Context: an optimization exercise on an open-source flow, tuned for small area, a short achievable clock period and few clock cycles per item. The choices shown serve that exercise and are no tape-out recipe. Only simulation tests tie the RTL to the original design; equivalence was not proved.

==> flow/design.v <==
module tea_mix #(parameter integer ARCH = 1) (
    input  wire [31:0] v,
    input  wire [31:0] acc,
    input  wire [31:0] a,
    input  wire [31:0] b,
    output wire [31:0] f
);
    wire [31:0] t0, t1, t2;
    tea_add #(.ARCH(ARCH)) u0 (.x({v[27:0], 4'b0000}), .y(a), .ci(1'b0), .s(t0));
    tea_add #(.ARCH(ARCH)) u1 (.x(v), .y(acc), .ci(1'b0), .s(t1));
    tea_add #(.ARCH(ARCH)) u2 (.x({5'b00000, v[31:5]}), .y(b), .ci(1'b0), .s(t2));
    assign f = t0 ^ t1 ^ t2;
endmodule
module tea_add #(parameter integer ARCH = 1) (
    input  wire [31:0] x,
    input  wire [31:0] y,
    input  wire        ci,
    output wire [31:0] s
);
    wire [31:0] p = x ^ y;
    wire [31:0] g0 = x & y;
    wire [31:0] G [0:10];
    wire [31:0] P [0:10];
    assign G[0] = {g0[31:1], g0[0] | (p[0] & ci)};
    assign P[0] = p;
    genvar l, i;
    generate
        if (ARCH == 9) begin : beh
            assign s = x + y + {31'd0, ci};
        end else if (ARCH == 0) begin : rip
            assign P[1] = P[0];
            assign G[1][0] = G[0][0];
            for (i = 1; i < 32; i = i + 1) begin : r
                assign G[1][i] = G[0][i] | (P[0][i] & G[1][i-1]);
            end
            assign s = p ^ {G[1][30:0], ci};
        end else if (ARCH == 2) begin : skl
            for (l = 0; l < 5; l = l + 1) begin : lv
                for (i = 0; i < 32; i = i + 1) begin : b
                    if ((i >> l) & 1) begin : op
                        assign G[l+1][i] = G[l][i] | (P[l][i] & G[l][((i >> l) << l) - 1]);
                        assign P[l+1][i] = P[l][i] & P[l][((i >> l) << l) - 1];
                    end else begin : pass
                        assign G[l+1][i] = G[l][i];
                        assign P[l+1][i] = P[l][i];
                    end
                end
            end
            assign s = p ^ {G[5][30:0], ci};
        end else if (ARCH == 3) begin : ks
            for (l = 0; l < 5; l = l + 1) begin : lv
                for (i = 0; i < 32; i = i + 1) begin : b
                    if (i >= (1 << l)) begin : op
                        assign G[l+1][i] = G[l][i] | (P[l][i] & G[l][i - (1 << l)]);
                        assign P[l+1][i] = P[l][i] & P[l][i - (1 << l)];
                    end else begin : pass
                        assign G[l+1][i] = G[l][i];
                        assign P[l+1][i] = P[l][i];
                    end
                end
            end
            assign s = p ^ {G[5][30:0], ci};
        end else if (ARCH == 4 || ARCH == 5) begin : hc
            for (i = 0; i < 32; i = i + 1) begin : l0
                if (i % 2 == 1) begin : op
                    assign G[1][i] = G[0][i] | (P[0][i] & G[0][i-1]);
                    assign P[1][i] = P[0][i] & P[0][i-1];
                end else begin : pass
                    assign G[1][i] = G[0][i];
                    assign P[1][i] = P[0][i];
                end
            end
            for (l = 1; l < 5; l = l + 1) begin : lv
                for (i = 0; i < 32; i = i + 1) begin : b
                    if (i % 2 == 1 && ARCH == 4 && i >= (1 << l) + 1) begin : opk
                        assign G[l+1][i] = G[l][i] | (P[l][i] & G[l][i - (1 << l)]);
                        assign P[l+1][i] = P[l][i] & P[l][i - (1 << l)];
                    end else if (i % 2 == 1 && ARCH == 5 && ((i >> l) & 1)) begin : ops
                        assign G[l+1][i] = G[l][i] | (P[l][i] & G[l][((i >> l) << l) - 1]);
                        assign P[l+1][i] = P[l][i] & P[l][((i >> l) << l) - 1];
                    end else begin : pass
                        assign G[l+1][i] = G[l][i];
                        assign P[l+1][i] = P[l][i];
                    end
                end
            end
            for (i = 0; i < 32; i = i + 1) begin : l5
                if (i % 2 == 0 && i > 0) begin : op
                    assign G[6][i] = G[5][i] | (P[5][i] & G[5][i-1]);
                    assign P[6][i] = P[5][i] & P[5][i-1];
                end else begin : pass
                    assign G[6][i] = G[5][i];
                    assign P[6][i] = P[5][i];
                end
            end
            assign s = p ^ {G[6][30:0], ci};
        end else begin : bk
            for (l = 0; l < 5; l = l + 1) begin : up
                for (i = 0; i < 32; i = i + 1) begin : b
                    if ((i % (2 << l)) == (2 << l) - 1) begin : op
                        assign G[l+1][i] = G[l][i] | (P[l][i] & G[l][i - (1 << l)]);
                        assign P[l+1][i] = P[l][i] & P[l][i - (1 << l)];
                    end else begin : pass
                        assign G[l+1][i] = G[l][i];
                        assign P[l+1][i] = P[l][i];
                    end
                end
            end
            for (l = 3; l >= 0; l = l - 1) begin : dn
                for (i = 0; i < 32; i = i + 1) begin : b
                    if ((i % (2 << l)) == (1 << l) - 1 && i >= (2 << l)) begin : op
                        assign G[9-l][i] = G[8-l][i] | (P[8-l][i] & G[8-l][i - (1 << l)]);
                        assign P[9-l][i] = P[8-l][i] & P[8-l][i - (1 << l)];
                    end else begin : pass
                        assign G[9-l][i] = G[8-l][i];
                        assign P[9-l][i] = P[8-l][i];
                    end
                end
            end
            assign s = p ^ {G[9][30:0], ci};
        end
    endgenerate
endmodule
module tea_core #(parameter integer ARCH = 1) (
    input  wire        clk,
    input  wire        rst,           
    input  wire        in_valid,
    output wire        in_ready,
    input  wire        in_decrypt,    
    input  wire [63:0] in_key,
    input  wire [63:0] in_block,
    output wire        out_valid,
    input  wire        out_ready,
    output wire [63:0] out_block
);
    reg         busy;       
    reg         vld;        
    reg  [6:0]  cnt;        
    reg         dec;
    reg  [63:0] key;
    reg  [31:0] a, b;
    reg  [31:0] acc;        
    function [31:0] acc_of(input [4:0] m);
        case (m)
            5'd0: acc_of = 32'h9E3779B9;
            5'd1: acc_of = 32'h3C6EF372;
            5'd2: acc_of = 32'hDAA66D2B;
            5'd3: acc_of = 32'h78DDE6E4;
            5'd4: acc_of = 32'h1715609D;
            5'd5: acc_of = 32'hB54CDA56;
            5'd6: acc_of = 32'h5384540F;
            5'd7: acc_of = 32'hF1BBCDC8;
            5'd8: acc_of = 32'h8FF34781;
            5'd9: acc_of = 32'h2E2AC13A;
            5'd10: acc_of = 32'hCC623AF3;
            5'd11: acc_of = 32'h6A99B4AC;
            5'd12: acc_of = 32'h08D12E65;
            5'd13: acc_of = 32'hA708A81E;
            5'd14: acc_of = 32'h454021D7;
            5'd15: acc_of = 32'hE3779B90;
            5'd16: acc_of = 32'h81AF1549;
            5'd17: acc_of = 32'h1FE68F02;
            5'd18: acc_of = 32'hBE1E08BB;
            5'd19: acc_of = 32'h5C558274;
            5'd20: acc_of = 32'hFA8CFC2D;
            5'd21: acc_of = 32'h98C475E6;
            5'd22: acc_of = 32'h36FBEF9F;
            5'd23: acc_of = 32'hD5336958;
            5'd24: acc_of = 32'h736AE311;
            5'd25: acc_of = 32'h11A25CCA;
            5'd26: acc_of = 32'hAFD9D683;
            5'd27: acc_of = 32'h4E11503C;
            5'd28: acc_of = 32'hEC48C9F5;
            5'd29: acc_of = 32'h8A8043AE;
            5'd30: acc_of = 32'h28B7BD67;
            5'd31: acc_of = 32'hC6EF3720;
        endcase
    endfunction
    wire        idle   = ~busy & ~vld;
    wire        accept = in_valid & idle;
    wire        swp    = cnt[6];
    wire        last   = dec ? cnt[6] & ~cnt[0] : (cnt[5:0] == 6'd63);
    wire [6:0]  cnt_nx = idle ? {7{in_decrypt}} : cnt + 7'd1;
    wire [31:0] f;
    tea_mix #(.ARCH(ARCH)) u_mix (.v(a), .acc(acc), .a(key[63:32]), .b(key[31:0]), .f(f));
    wire [31:0] a_step;
    tea_add #(.ARCH(2)) u_add (.x(b), .y(f ^ {32{dec}}), .ci(dec), .s(a_step));
    assign in_ready  = idle;
    assign out_valid = vld;
    assign out_block = {b, a};
    always @(posedge clk) begin
        if (rst) begin
            busy <= 1'b0;
            vld  <= 1'b0;
        end else begin
            if (accept) begin
                busy <= 1'b1;
                vld  <= 1'b0;
            end else if (busy) begin
                if (last) begin
                    busy <= 1'b0;
                    vld  <= 1'b1;
                end
            end else if (out_ready) begin
                vld <= 1'b0;
            end
        end
    end
    always @(posedge clk) begin
        cnt <= cnt_nx;
        acc <= idle ? acc_of(5'd0) : acc_of(cnt_nx[5:1] ^ {5{dec}});
        if (idle) begin
            key <= in_key;
            dec <= in_decrypt;
            a   <= in_block[31:0];
            b   <= in_block[63:32];
        end else if (busy) begin
            a   <= swp ? b : a_step;
            b   <= a;
        end
    end
endmodule
clock: 12.0 ns
lec_check: 0
abc_area: 1
cap_margin: 20
core_margin: 2
core_utilization: 40
cts_buf_list: sky130_fd_sc_hd__clkbuf_4 sky130_fd_sc_hd__clkbuf_8
slew_margin: 20
standard.sh (not shown) runs the stock make flow with config.mk's settings and CLKGATE_MAP_FILE= SYNTH_SCRIPT=/design/flow/synth_recipe.tcl, a recipe that flattens the netlist after the stock synthesis.
==> flow/flow/run.sh <==
#!/bin/bash
# Standard ORFS layout, with 1x port buffers and a timing-repair target
# tighter than the clock (the clock and the SDC are unchanged).
set -euo pipefail
bash standard.sh synth > synth.log 2>&1
bash standard.sh SETUP_SLACK_MARGIN=7.5 BUFFER_PORTS_ARGS="-buffer_cell sky130_fd_sc_hd__buf_1" finish > layout.log 2>&1
Testbench counts at the start, summed over its fixed seeds: cycles 68,578, items 1,024.
Rerun with:
--- a/flow/flow/run.sh
+++ b/flow/flow/run.sh
@@ -6 +6 @@
-bash standard.sh SETUP_SLACK_MARGIN=7.5 BUFFER_PORTS_ARGS="-buffer_cell sky130_fd_sc_hd__buf_1" finish > layout.log 2>&1
+bash standard.sh SETUP_SLACK_MARGIN=7.25 BUFFER_PORTS_ARGS="-buffer_cell sky130_fd_sc_hd__buf_1" finish > layout.log 2>&1
- CTS_BUF_LIST: sky130_fd_sc_hd__clkbuf_4 sky130_fd_sc_hd__clkbuf_8 -> sky130_fd_sc_hd__clkbuf_2 sky130_fd_sc_hd__clkbuf_4 sky130_fd_sc_hd__clkbuf_8
=> Cell area drops by a few percent; fmax goes up slightly; setup slack improved by 0.028 ns; hold slack is better by 0.021 ns; wire length came out lower by a few percent.
Rerun with:
--- a/flow/flow/run.sh
+++ b/flow/flow/run.sh
@@ -6 +6 @@
-bash standard.sh SETUP_SLACK_MARGIN=7.25 BUFFER_PORTS_ARGS="-buffer_cell sky130_fd_sc_hd__buf_1" finish > layout.log 2>&1
+bash standard.sh SETUP_SLACK_MARGIN=7 BUFFER_PORTS_ARGS="-buffer_cell sky130_fd_sc_hd__buf_1" finish > layout.log 2>&1
- CTS_BUF_LIST: sky130_fd_sc_hd__clkbuf_2 sky130_fd_sc_hd__clkbuf_4 sky130_fd_sc_hd__clkbuf_8 -> sky130_fd_sc_hd__clkbuf_4 sky130_fd_sc_hd__clkbuf_8
=>
- synthesized cell count does not change
- routed wire length came out lower by 1.5%
- global-route usage is about the same
- fmax falls by 2.0%
- worst hold slack stays flat
- clock-buffer cell count is unchanged
- critical path depth came out higher by 2
Rerun with:
--- a/flow/flow/run.sh
+++ b/flow/flow/run.sh
@@ -6 +6 @@
-bash standard.sh SETUP_SLACK_MARGIN=7 BUFFER_PORTS_ARGS="-buffer_cell sky130_fd_sc_hd__buf_1" finish > layout.log 2>&1
+bash standard.sh SETUP_SLACK_MARGIN=7.25 BUFFER_PORTS_ARGS="-buffer_cell sky130_fd_sc_hd__buf_1" finish > layout.log 2>&1
Result: Routed wire length went up by 1.5%. Setup slack gets better by 0.095 ns. Via count went up by 1.1%. Clock skew is about the same.

## re-timing with driven ports
No port has a modelled driver above. Below, the same layouts with a new extraction and two added sets of constraints.
Step 1 sets driving cells, clkbuf_16 on the clock port and buf_2 on the other inputs (assumed; they add their load-dependent delay and slew).
Step 2 moves the port delays by t, midway between the first and last clock arrival at a register: inputs arrive t later, outputs are due t later. That takes back most of the time a late clock gives input paths.
a / b / c = ideal ports / drivers / drivers and shift; a / b = the first two.
| run | t (ns) | setup WS [ns] | worst hold slack (ns) | worst data-port slew with drivers (ns) |
|---|---|---|---|---|
| the first run | 0.540 | 7.371 / 7.371 / 7.371 | 0.534 / 0.534 / 0.534 | 0.05 |
| the second run | 0.557 | 7.400 / 7.400 / 7.400 | 0.555 / 0.555 / 0.555 | 0.05 |
| the third run | 0.553 | 7.305 / 7.305 / 7.305 | 0.554 / 0.554 / 0.554 | 0.05 |
| the fourth run | 0.557 | 7.400 / 7.400 / 7.400 | 0.555 / 0.555 / 0.555 | 0.05 |
After both steps every run listed still meets setup and hold.
